This is an optimization exercise on Yosys and OpenROAD, whose aim is small area, a short achievable clock period and few clock cycles, not a production implementation.
In this exercise RTL edits were held to simulation tests only and were not proved equivalent to the original.
No activity file was given, so power comes from the tool's default toggle rates.

Setup of build 25:
## saes_core
module saes_core (
    input  wire        clk,
    input  wire        rst,
    input  wire        bus_valid,
    input  wire        bus_write,
    input  wire [3:0]  bus_addr,
    input  wire [15:0] bus_wdata,
    output wire        bus_ready,
    output reg  [15:0] bus_rdata
);
Size: ~1900 cells after synthesis, roughly 17000 µm² of cells after synthesis.
export LEC_CHECK = 0
export CAP_MARGIN = 20
export CORE_MARGIN = 2
export CORE_UTILIZATION = 40
export SLEW_MARGIN = 20
create_clock -name core_clock -period 12.0 [get_ports {clk}]
standard.sh (not shown) runs the stock make flow with config.mk's settings and CLKGATE_MAP_FILE= SYNTH_SCRIPT=/design/flow/synth_recipe.tcl, a recipe that flattens the netlist after the stock synthesis.
==> flow/flow/run.sh <==
#!/bin/bash
# Layout: the standard flow (standard synthesis, floorplan, placement,
# CTS, routing) with these changes to how the layout is made:
#  - every port is still buffered, with buf_4 cells instead of the slow
#    delay-cell buffers buffer_ports picks by default;
#  - the clock tree is built from clkbuf_8 cells in larger sink clusters
#    and without dummy loads (the tree stays balanced by CTS as usual).
# The SDC (clock period, I/O delays, loads) is unchanged. The make/ORFS
# output goes to flow_make.log here; ORFS keeps each tool's own log under
# orfs/logs/.
set -euo pipefail
MARGIN=${MARGIN:-5.6}
bash standard.sh \
    "SETUP_SLACK_MARGIN=${MARGIN}" \
    "BUFFER_PORTS_ARGS=-buffer_cell sky130_fd_sc_hd__buf_4" \
    "CTS_ARGS=-sink_clustering_enable -repair_clock_nets -dont_use_dummy_load -buf_list sky130_fd_sc_hd__clkbuf_8 -sink_clustering_size 20" \
    finish > flow_make.log 2>&1
Testbench counts of build 25, summed over its fixed seeds: cycles 20,364.
Modified inputs, build 91 compared to build 25
- CORE_UTILIZATION now 50, was 40
- PLACE_DENSITY now 0.7, previously not set
diff --git a/flow/flow/run.sh b/flow/flow/run.sh
--- a/flow/flow/run.sh
+++ b/flow/flow/run.sh
@@ -11,3 +11,3 @@
 set -euo pipefail
-MARGIN=${MARGIN:-5.6}
+MARGIN=${MARGIN:-5.9}
 bash standard.sh \
==> results.txt <==
The run showing the greater count of buffering cells on the critical path with inverters included is build 91.
Against build 25, via count in build 91 came out worse.
Relative to build 25, instance area after placement decreased by 0.56% in build 91.
Build 91 against build 25: portion of the clock cycle consumed by the worst path in the final layout shows a reduction of 1.5 points, wire length decreased by 4400 µm relative to the old numbers.
The inputs of build 68 differ from those of build 91 as listed below.
- setting SETUP_SLACK_MARGIN to 5 for the first time
- changing CORE_UTILIZATION from 50 to 40
- removing PLACE_DENSITY (formerly 0.7)
==> flow/run.sh (new file) <==
#!/bin/bash
# synth_recipe.tcl (not shown) runs the flow's synth.tcl, then flattens the netlist and writes it again
# the make line also repeats each setting of config.mk as NAME=value (left out here)
make -C /OpenROAD-flow-scripts/flow DESIGN_CONFIG=/design/flow/config.mk WORK_HOME=/design/flow/orfs CLKGATE_MAP_FILE= SYNTH_SCRIPT=/design/flow/synth_recipe.tcl finish
removed: flow/flow/run.sh
removed: flow/standard.sh
### Flow results
Build 91 → build 68: sequential share of power saw a decrease; total net switching power grew by 5.8%; final weighted congestion in routability-driven placement higher.
Diff build 91 -> build 68: critical path's largest stage delay now sits at about the same level, power now sits higher.
The following lists how build 74 was set up differently from build 68:
- a change of SLEW_MARGIN from 20 to 10
- an added TNS_END_PERCENT of 0
- a change of CAP_MARGIN from 20 to 10
- a deleted SETUP_SLACK_MARGIN that had been 5
==> flow/flow/run.sh (new file) <==
#!/bin/bash
# Layout: the standard flow (standard synthesis, floorplan, placement,
# CTS, routing) with these changes to how the layout is made:
#  - every port is still buffered, with buf_4 cells instead of the slow
#    delay-cell buffers buffer_ports picks by default;
#  - the clock tree is built from clkbuf_8 cells in larger sink clusters
#    and without dummy loads (the tree stays balanced by CTS as usual).
# The SDC (clock period, I/O delays, loads) is unchanged. The make/ORFS
# output goes to flow_make.log here; ORFS keeps each tool's own log under
# orfs/logs/.
set -euo pipefail
MARGIN=${MARGIN:-5.9}
bash standard.sh \
    "SETUP_SLACK_MARGIN=${MARGIN}" \
    "BUFFER_PORTS_ARGS=-buffer_cell sky130_fd_sc_hd__buf_4" \
    "CTS_ARGS=-sink_clustering_enable -repair_clock_nets -dont_use_dummy_load -buf_list sky130_fd_sc_hd__clkbuf_8 -sink_clustering_size 20" \
    finish > flow_make.log 2>&1
==> flow/standard.sh (new file) <==
#!/bin/bash
# synth_recipe.tcl (not shown) runs the flow's synth.tcl, then flattens the netlist and writes it again
# the make line also repeats each setting of config.mk as NAME=value (left out here)
make -C /OpenROAD-flow-scripts/flow DESIGN_CONFIG=/design/flow/config.mk WORK_HOME=/design/flow/orfs CLKGATE_MAP_FILE= SYNTH_SCRIPT=/design/flow/synth_recipe.tcl "${@:-finish}"
removed: flow/run.sh
--- outcome ---
The sole clean run among build 74 and build 68 is build 68.
Sequential cell count: build 74 vs build 68 identical
Global routing usage on met3 ends up higher on build 74.
Taking build 68 as the reference point, the via count of the first global-routing pass of build 74 rises by 482.
Build 68 → build 74: logic depth of the worst path, buffers included climbed 3, power share of the clock group went down 3.7 points, multi-input combinational area share rose 2.0 points, critical path data arrival time went up.

==> static timing again, ports no longer ideal <==
In the flow no input, the clock included, has a driving cell. The finished layouts below were timed again as built, in two steps.
Step 1: set_driving_cell puts a clkbuf_16 on clk and a buf_2 on each other input, an assumption about the parent block.
Step 2 times the ports against the registers' clock, not the clock port: input delays grow and output delays shrink by t, the midpoint of the rising clock arrivals with the driver on.
Slacks: no drivers / after step 1 / after step 2; pairs: no drivers / after step 1.
run	t, ns	slack for setup (ns)	worst setup path at the end	slew at the worst register clock pin (ns)	pins driven straight from the clock port
build 25	0.565	5.700 / 5.674 / 5.363	input to register	0.12 / 0.12	1
build 91	0.514	5.879 / 5.813 / 5.494	input to register	0.11 / 0.11	1
build 68	0.505	5.001 / 4.981 / 4.810	input to register	0.09 / 0.09	1
build 74	0.572	5.832 / 5.853 / 5.287	input to register	0.11 / 0.11	1
For build 74, which loses most, drivers alone change the setup slack by +0.021 ns; drivers and shift together by -0.545 ns.
